What follows belongs to an exercise in optimizing a design on an open flow for small area, a short achievable clock period and few clock cycles per item; a production flow would make more cautious choices. The RTL of this run was laid out without a check of its function.

==> design/flow/design.v <==
module fp32_add (
    input  wire [31:0] a,
    input  wire [31:0] b,
    input  wire        sub,      
    output reg  [31:0] y
);
    wire        sa = a[31];
    wire        sb = b[31] ^ sub;
    wire [7:0]  ea = a[30:23];
    wire [7:0]  eb = b[30:23];
    wire        za = (ea == 8'd0);
    wire        zb = (eb == 8'd0);
    wire [30:0] maga = za ? 31'd0 : a[30:0];
    wire [30:0] magb = zb ? 31'd0 : b[30:0];
    wire        a_big = (maga >= magb);
    wire        s_big = a_big ? sa : sb;
    wire [7:0]  e_big = a_big ? ea : eb;
    wire [7:0]  e_sml = a_big ? eb : ea;
    wire [26:0] m_big = a_big ? (za ? 27'd0 : {1'b1, a[22:0], 3'b000})
                              : (zb ? 27'd0 : {1'b1, b[22:0], 3'b000});
    wire [26:0] m_sml = a_big ? (zb ? 27'd0 : {1'b1, b[22:0], 3'b000})
                              : (za ? 27'd0 : {1'b1, a[22:0], 3'b000});
    wire [7:0]  dexp  = e_big - e_sml;
    wire [53:0] ext   = {m_sml, 27'd0} >> dexp;
    wire [26:0] m_al  = {ext[53:28], ext[27] | (|ext[26:0])};
    wire        eff_sub = sa ^ sb;
    wire [27:0] sum = eff_sub ? ({1'b0, m_big} - {1'b0, m_al})
                              : ({1'b0, m_big} + {1'b0, m_al});
    reg  [4:0]  lz;
    integer     i;
    always @* begin
        lz = 5'd27;
        for (i = 0; i <= 26; i = i + 1)
            if (sum[i]) lz = 5'd26 - i[4:0];
    end
    reg  [26:0] n;
    reg  signed [9:0] e;
    reg  [24:0] mr;
    reg         up;
    reg  signed [9:0] ef;
    always @* begin
        if (sum[27]) begin
            n = {sum[27:2], sum[1] | sum[0]};
            e = $signed({2'b00, e_big}) + 10'sd1;
        end else begin
            n = sum[26:0] << lz;
            e = $signed({2'b00, e_big}) - $signed({5'b00000, lz});
        end
        up = n[2] & (n[1] | n[0] | n[3]);
        mr = {1'b0, n[26:3]} + {24'd0, up};
        ef = mr[24] ? e + 10'sd1 : e;
        if (sum == 28'd0)
            y = {eff_sub ? 1'b0 : s_big, 31'd0};
        else if (ef <= 10'sd0)
            y = {s_big, 31'd0};
        else if (ef >= 10'sd255)
            y = {s_big, 8'hFF, 23'd0};
        else
            y = {s_big, ef[7:0], mr[24] ? mr[23:1] : mr[22:0]};
    end
endmodule
module fp32_mul (
    input  wire [31:0] a,
    input  wire [31:0] b,
    output reg  [31:0] y
);
    wire        s  = a[31] ^ b[31];
    wire [7:0]  ea = a[30:23];
    wire [7:0]  eb = b[30:23];
    wire        z  = (ea == 8'd0) | (eb == 8'd0);
    wire [47:0] p  = {1'b1, a[22:0]} * {1'b1, b[22:0]};
    reg  [23:0] m;
    reg         g, st, up;
    reg  [24:0] mr;
    reg  signed [9:0] e, ef;
    always @* begin
        if (p[47]) begin
            m  = p[47:24];
            g  = p[23];
            st = |p[22:0];
        end else begin
            m  = p[46:23];
            g  = p[22];
            st = |p[21:0];
        end
        e  = $signed({2'b00, ea}) + $signed({2'b00, eb}) - 10'sd127 + (p[47] ? 10'sd1 : 10'sd0);
        up = g & (st | m[0]);
        mr = {1'b0, m} + {24'd0, up};
        ef = mr[24] ? e + 10'sd1 : e;
        if (z || ef <= 10'sd0)
            y = {s, 31'd0};
        else if (ef >= 10'sd255)
            y = {s, 8'hFF, 23'd0};
        else
            y = {s, ef[7:0], mr[24] ? mr[23:1] : mr[22:0]};
    end
endmodule
module fp32_div (
    input  wire        clk,
    input  wire        rst,
    input  wire        start,
    input  wire [31:0] a,
    input  wire [31:0] b,
    output reg         done,
    output reg  [31:0] y
);
    reg         busy;
    reg  [4:0]  cnt;
    reg  [25:0] rem;
    reg  [23:0] dvs;
    reg  [25:0] q;
    reg         s;
    reg         za;
    reg  signed [9:0] e;
    wire [23:0] ma = {1'b1, a[22:0]};
    wire [23:0] mb = {1'b1, b[22:0]};
    wire        a_lt_b = (ma < mb);
    wire [25:0] diff = rem - {2'b00, dvs};
    wire        qbit = ~diff[25];
    wire        st  = (rem != 26'd0);
    wire        up  = q[1] & (q[0] | st | q[2]);
    wire [24:0] mr  = {1'b0, q[25:2]} + {24'd0, up};
    wire signed [9:0] ef = mr[24] ? e + 10'sd1 : e;
    always @(posedge clk) begin
        if (rst) begin
            busy <= 1'b0;
            done <= 1'b0;
            cnt  <= 5'd0;
        end else begin
            done <= 1'b0;
            if (start && !busy) begin
                busy <= 1'b1;
                cnt  <= 5'd0;
                s    <= a[31] ^ b[31];
                za   <= (a[30:23] == 8'd0);
                dvs  <= mb;
                rem  <= a_lt_b ? {1'b0, ma, 1'b0} : {2'b00, ma};
                e    <= $signed({2'b00, a[30:23]}) - $signed({2'b00, b[30:23]}) + 10'sd127
                        - (a_lt_b ? 10'sd1 : 10'sd0);
                q    <= 26'd0;
            end else if (busy) begin
                if (cnt == 5'd26) begin
                    busy <= 1'b0;
                    done <= 1'b1;
                    if (za || ef <= 10'sd0)
                        y <= {s, 31'd0};
                    else if (ef >= 10'sd255)
                        y <= {s, 8'hFF, 23'd0};
                    else
                        y <= {s, ef[7:0], mr[24] ? mr[23:1] : mr[22:0]};
                end else begin
                    q   <= {q[24:0], qbit};
                    rem <= (qbit ? diff : rem) << 1;
                    cnt <= cnt + 5'd1;
                end
            end
        end
    end
endmodule
module flt_engine (
    input  wire        clk,
    input  wire        rst,
    input  wire        cmd_valid,
    output wire        cmd_ready,
    input  wire [2:0]  cmd_op,
    input  wire [31:0] cmd_data,
    output reg         res_valid,
    output reg  [31:0] res_data
);
    localparam [2:0] OP_ALPHA = 3'd0, OP_BETA = 3'd1, OP_GAMMA = 3'd2,
                     OP_DELTA = 3'd3, OP_CUTOFF = 3'd4, OP_MODE = 3'd5,
                     OP_CLEAR = 3'd6, OP_RUN = 3'd7;
    localparam [31:0] F_ONE      = 32'h3F800000;   
    localparam [31:0] F_TWO_PI   = 32'h40C90FDB;   
    localparam [31:0] F_INV_FS   = 32'h38000000;   
    localparam [31:0] F_FILT_MIN = 32'h41A00000;   
    localparam [31:0] F_FREQ_MAX = 32'h46666666;   
    localparam [1:0] M_LP = 2'd0, M_HP = 2'd1;
    localparam [2:0] S_IDLE = 3'd0, S_RUN = 3'd1, S_CUT = 3'd2, S_DIV = 3'd3;
    reg [2:0]  state;
    reg [2:0]  step;
    reg [1:0]  mode;
    reg [31:0] alpha, beta, gamma, delta;
    reg [31:0] x1, x2, y1, y2;
    reg [31:0] xin;
    reg [31:0] t0, t1;
    assign cmd_ready = (state == S_IDLE);
    wire accept = cmd_valid & cmd_ready;
    function automatic [31:0] daz(input [31:0] v);
        daz = (v[30:23] == 8'd0) ? 32'd0 : v;
    endfunction
    function automatic flt_lt(input [31:0] p, input [31:0] q);
        reg [31:0] pp, qq;
        begin
            pp = daz(p);
            qq = daz(q);
            if (pp[31] != qq[31])
                flt_lt = pp[31] & ~qq[31];
            else if (pp[31])
                flt_lt = pp[30:0] > qq[30:0];
            else
                flt_lt = pp[30:0] < qq[30:0];
        end
    endfunction
    wire [31:0] fc_lo  = flt_lt(cmd_data, F_FILT_MIN) ? F_FILT_MIN : cmd_data;
    wire [31:0] fc_clp = flt_lt(F_FREQ_MAX, fc_lo) ? F_FREQ_MAX : fc_lo;
    reg  [31:0] add_a, add_b, mul_a, mul_b;
    reg         add_sub;
    wire [31:0] add_y, mul_y, div_y;
    wire        div_done;
    reg         div_start;
    fp32_add u_add (.a(add_a), .b(add_b), .sub(add_sub), .y(add_y));
    fp32_mul u_mul (.a(mul_a), .b(mul_b), .y(mul_y));
    fp32_div u_div (.clk(clk), .rst(rst), .start(div_start), .a(t0), .b(t1),
                    .done(div_done), .y(div_y));
    always @* begin
        add_a = t0;  add_b = t1;  add_sub = 1'b0;
        mul_a = t0;  mul_b = t1;
        div_start = 1'b0;
        case (state)
            S_RUN: begin
                if (mode == M_LP) begin
                    case (step)
                        3'd0: begin mul_a = alpha; mul_b = xin; end           
                        3'd1: begin add_a = F_ONE; add_b = alpha; add_sub = 1'b1; end  
                        3'd2: begin mul_a = t1;    mul_b = y1;  end           
                        default: begin add_a = t0; add_b = t1;  end           
                    endcase
                end else if (mode == M_HP) begin
                    case (step)
                        3'd0: begin add_a = xin; add_b = x1; add_sub = 1'b1; end  
                        3'd1: begin add_a = t0;  add_b = y1; end                  
                        default: begin mul_a = alpha; mul_b = t0; end             
                    endcase
                end else begin
                    case (step)
                        3'd0: begin add_a = xin; add_b = x2; add_sub = 1'b1; end  
                        3'd1: begin mul_a = beta;  mul_b = t0; end                
                        3'd2: begin mul_a = gamma; mul_b = y1; end                
                        3'd3: begin add_a = t0;    add_b = t1; end                
                        3'd4: begin mul_a = delta; mul_b = y2; end                
                        default: begin add_a = t0; add_b = t1; add_sub = 1'b1; end  
                    endcase
                end
            end
            S_CUT: begin
                case (step)
                    3'd0: begin mul_a = F_TWO_PI; mul_b = xin; end        
                    3'd1: begin mul_a = t0; mul_b = F_INV_FS; end         
                    3'd2: begin add_a = t0; add_b = F_ONE; end            
                    default: div_start = 1'b1;                            
                endcase
            end
            default: ;
        endcase
    end
    wire [2:0] run_last = (mode == M_LP) ? 3'd3 : (mode == M_HP) ? 3'd2 : 3'd5;
    always @(posedge clk) begin
        if (rst) begin
            state     <= S_IDLE;
            step      <= 3'd0;
            mode      <= M_LP;
            alpha     <= 32'd0;
            beta      <= 32'd0;
            gamma     <= 32'd0;
            delta     <= 32'd0;
            x1        <= 32'd0;
            x2        <= 32'd0;
            y1        <= 32'd0;
            y2        <= 32'd0;
            res_valid <= 1'b0;
            res_data  <= 32'd0;
        end else begin
            res_valid <= 1'b0;
            case (state)
                S_IDLE: begin
                    if (accept) begin
                        step <= 3'd0;
                        case (cmd_op)
                            OP_ALPHA:  alpha <= cmd_data;
                            OP_BETA:   beta  <= cmd_data;
                            OP_GAMMA:  gamma <= cmd_data;
                            OP_DELTA:  delta <= cmd_data;
                            OP_MODE:   mode  <= cmd_data[1:0];
                            OP_CLEAR: begin
                                x1 <= 32'd0; x2 <= 32'd0; y1 <= 32'd0; y2 <= 32'd0;
                            end
                            OP_CUTOFF: begin
                                xin   <= fc_clp;
                                state <= S_CUT;
                            end
                            default: begin   
                                xin   <= cmd_data;
                                state <= S_RUN;
                            end
                        endcase
                    end
                end
                S_RUN: begin
                    step <= step + 3'd1;
                    if (mode == M_LP) begin
                        case (step)
                            3'd0: t0 <= mul_y;
                            3'd1: t1 <= add_y;
                            3'd2: t1 <= mul_y;
                            default: ;
                        endcase
                    end else if (mode == M_HP) begin
                        case (step)
                            3'd0: t0 <= add_y;
                            3'd1: t0 <= add_y;
                            default: ;
                        endcase
                    end else begin
                        case (step)
                            3'd0: t0 <= add_y;
                            3'd1: t0 <= mul_y;
                            3'd2: t1 <= mul_y;
                            3'd3: t0 <= add_y;
                            3'd4: t1 <= mul_y;
                            default: ;
                        endcase
                    end
                    if (step == run_last) begin
                        res_valid <= 1'b1;
                        res_data  <= (mode == M_HP) ? mul_y : add_y;
                        y1 <= (mode == M_HP) ? mul_y : add_y;
                        if (mode != M_LP)
                            x1 <= xin;
                        if (mode != M_LP && mode != M_HP) begin
                            x2 <= x1;
                            y2 <= y1;
                        end
                        state <= S_IDLE;
                    end
                end
                S_CUT: begin
                    step <= step + 3'd1;
                    case (step)
                        3'd0: t0 <= mul_y;
                        3'd1: t0 <= mul_y;
                        3'd2: t1 <= add_y;
                        default: state <= S_DIV;
                    endcase
                end
                S_DIV: begin
                    if (div_done) begin
                        alpha <= div_y;
                        state <= S_IDLE;
                    end
                end
                default: state <= S_IDLE;
            endcase
        end
    end
endmodule
==> design/flow/run.sh <==
#!/bin/bash
# synth_recipe.tcl (not shown) runs the flow's synth.tcl, then flattens the netlist and writes it again
# the make line also repeats each setting of config.mk as NAME=value (left out here)
make -C /OpenROAD-flow-scripts/flow DESIGN_CONFIG=/design/flow/config.mk WORK_HOME=/design/flow/orfs CLKGATE_MAP_FILE= SYNTH_SCRIPT=/design/flow/synth_recipe.tcl finish
==> design/flow/config.mk <==
export PLATFORM = sky130hd
export DESIGN_NAME = flt_engine
export DESIGN_NICKNAME = flt_engine
export VERILOG_FILES = /design/flow/design.v
export SDC_FILE = /design/flow/constraint.sdc
export NUM_CORES = 4
export LEC_CHECK = 0
export CAP_MARGIN = 20
export CORE_MARGIN = 2
export CORE_UTILIZATION = 40
export SLEW_MARGIN = 20
==> design/flow/constraint.sdc <==
create_clock -name core_clock -period 20.0 [get_ports {clk}]
set_input_delay 4.0000 -clock core_clock [delete_from_list [all_inputs] [get_ports {clk}]]
set_output_delay 4.0000 -clock core_clock [all_outputs]
set_load 0.01 [all_outputs]
==> results.txt <==
-- cells in the final DEF (no fill, tap or decap), types with 132 or more instances in the layout --
cell / Yosys / layout
ha_1: 327 / 324
xnor2_1: 136 / 132
nand3_1: 179 / 178
fa_1: 487 / 487
mux2i_1: 178 / 178
inv_1: 709 / 709
nor2_1: 647 / 638
nand2_1: 1222 / 1218
o21ai_0: 351 / 350
dfxtp_1: 303 / 302
a211oi_1: 148 / 148
a21oi_1: 541 / 527
a22oi_1: 220 / 218
edfxtp_1: 215 / 215
buf_4: 10 / 225
-- through the flow --
step | hold slack (ns) | instance area (µm²) | cells | setup WS [ns] | utilization [%]
floorplan | 0.400 | 62900 | 8024 | 3.80 | -
global placement | 0.406 | 66100 | 9819 | 1.32 | 42.3
detailed placement | 0.420 | 66100 | 9819 | 1.03 | 42.3
CTS | 0.428 | 68200 | 9929 | 1.02 | 43.6
global route | 0.440 | 68300 | 9936 | 0.0815 | 43.7
finish | 0.437 | 68300 | 9943 | 1.32 | 43.7
-- worst reg2reg max path, delay by kind of cell, from the launching register on --
kind | cells | cell delay (ns)
mux | 3 | 1.13
buf+inv | 6 | 1.54
xor+xnor | 1 | 0.21
compound gates | 21 | 6.62
flops | 1 | 0.53
simple gates | 28 | 6.96
fa+ha+maj | 6 | 1.68
-- final cells by class --
type,count,share of cell area (%)
inverter,724,3.98
timing repair buffer,302,3.71
multi-input combinational,6222,67.1
clock buffer,72,2.39
antenna,9,0.0330
sequential,518,18.3
tap,2058,3.77
clock inverter,38,0.702
-- timing repair --
action | CTS | global route
endpoints found under the setup margin | 0 | 86
gates resized for setup | 0 | 3
hold buffers | 0 | 0
hold endpoints to repair | 0 | 0
setup buffers | 0 | 4
-- worst min-delay path by stage --
stage,slack (ns),from,to
floorplan,0.40,u_div.s$_DFFE_PP_,u_div.y[31]$_DFFE_PP_
global placement,0.41,u_div.s$_DFFE_PP_,u_div.y[31]$_DFFE_PP_
detailed placement,0.42,u_div.s$_DFFE_PP_,u_div.y[31]$_DFFE_PP_
CTS,0.43,u_div.s$_DFFE_PP_,u_div.y[31]$_DFFE_PP_
global route,0.44,u_div.s$_DFFE_PP_,u_div.y[31]$_DFFE_PP_
finish,0.44,u_div.s$_DFFE_PP_,u_div.y[31]$_DFFE_PP_
-- kinds of logic after synthesis --
logic type,synth area share [%]
mux,3.56
buf+inv,7.90
flops,19.9
xor+xnor,3.34
simple gates,20.1
fa+ha+maj,22.1
compound gates,23.0
-- per-layer routing --
metal  wire length, µm  global-route usage (%)  up-vias
met5               178                       0        -
li1                  -                       -    27700
met4             19000                    18.7       26
met1            119000                    47.2    31300
met2            120000                    51.2     3970
met3             37200                    12.0      906
==> impl_metrics.tcl <==
set metrics [dict create \
    status "no timing/DRC/antenna violations" \
    crit_fanout 27 \
    clk_pin_slew_ns 0.07 \
    drc 0 \
    r2r_start "step[1]$_SDFFE_PP0P_" \
    fin_worst_skew_ns 0.0518 \
    tritoncts "yes" \
    multi_input_area_mm2 0.0458 \
    synth_top_area_share_pct 15.5 \
    synth_top_cell_by_area "fa_1" \
    rows 145 \
    critPathRequiredTime_ns 20.61 \
    post-route-period-util_pct 93.4 \
    synth_seq_cells 518 \
    synth_edf_count 215 \
    setup_violations 0 \
    dr.pass1.iters 7 \
    reg2reg_slack_ns 1.32 \
    drive_gt1_share_pct 7.12 \
    die_h_um 400 \
    vias 63900 \
    crit_family "simple AND/OR/NAND/NOR gates" \
    synthesis.area_mm2 0.0629 \
    antenna_found_initial 22 \
    dieArea_mm2 0.160 \
    io_buffer_count 71 \
    synth_cell_types 124 \
    slew_violations 0 \
    synthTopCellsByArea "fa_1 (16%), edfxtp_1 (10%), dfxtp_1 (9.7%), nand2_1 (7.3%), ha_1 (6.5%)" \
    r2r_cells 65 \
    synthFlopType "dfxtp_1" \
    arrival_ns 19.29 \
    initial_core_util_pct 40.2 \
    synth_nets 8876 \
    drt_wl_total_um 295000 \
    relSlewSlack_pct 18.8 \
    start_kind "flop" \
    grt_pass1_vias 61000 \
    fin_crit_ns 18.68 \
    grt_use_total_pct 35.7 \
    clk_latency_ns 0.71 \
    yosysMostFrequentCell "nand2_1" \
    fmax_ghz 0.0535 \
    syn_inst 8024 \
    final_nets 8678 \
    overflow 0 \
    grt_pass1_wl_um 428000 \
    cp_num_cells 65 \
    ys_warn_count 4 \
    crit_start "step[1]$_SDFFE_PP0P_" \
    dp_hpwl_um 219000 \
    fillers 15700 \
    cts_max_level 2 \
    post_drt_via_cell_ratio 6.43 \
    worstMarginPinSlew_ns 1.22 \
    grt_start_max_net_pins 112 \
    cp-end-kind "flop" \
    synthArstFlopShare_pct 0 \
    maxCapViolCount 0 \
    die_x_um 400 \
    seq_area_mm2 0.0125 \
    finalSetupTns_ns 0 \
    hold_depth 0 \
    avgSynthCellArea_um2 7.83 \
    synth_commonest_cells "nand2_1 (1222), inv_1 (709), nor2_1 (647)" \
    core_mm2 0.156 \
    hold_viol_final 0 \
    gp_congestion 1.04 \
    hold_class "flop to flop" \
    max_stage_delay_ns 0.78 \
    timing.critical_path.buf_inv 6 \
    syn2layout_area_growth_pct 8.67 \
    wl_per_cell_um 29.6 \
    r2r_end "res_data[25]$_SDFFE_PP0P_" \
    slowest_stage "and3_1" \
    yosysSeqAreaShare_pct 19.9 \
    worstSetupPathType "flop to flop" \
    clock_path_buffers 3 \
    pin_count 72 \
    rsz0062_at_grt "no" \
    crit_path_end "res_data[25]$_SDFFE_PP0P_" \
    drtIter0Drc 8353 \
    ant_nets 0 \
    cts.sinks 518 \
    cp_common_cell "ha_1" \
    clock-root-buffer "clkbuf_16" \
    numCtsBuffers 58 \
]

==> separate check: timing with driven ports <==
Ports are ideal in the flow. The routed layout listed here was re-timed in OpenROAD. Step 1: set_driving_cell puts a clkbuf_16 on clk and a buf_2 on each other input, an assumption about the parent block. Step 2 also shifts input and output timing later by t, the mid clock arrival at the registers, as if the neighbouring blocks saw the same clock. a / b / c = ideal ports / drivers / drivers and shift; a / b = the first two.
t (ns): 0.758
setup slack, ns: 1.323 / 1.323 / 1.323
worst setup path at the end: register to register
After both steps setup and hold are still met in this run. The setup slack of this run moves by 0.000 ns with the drivers and by 0.000 ns with both steps.
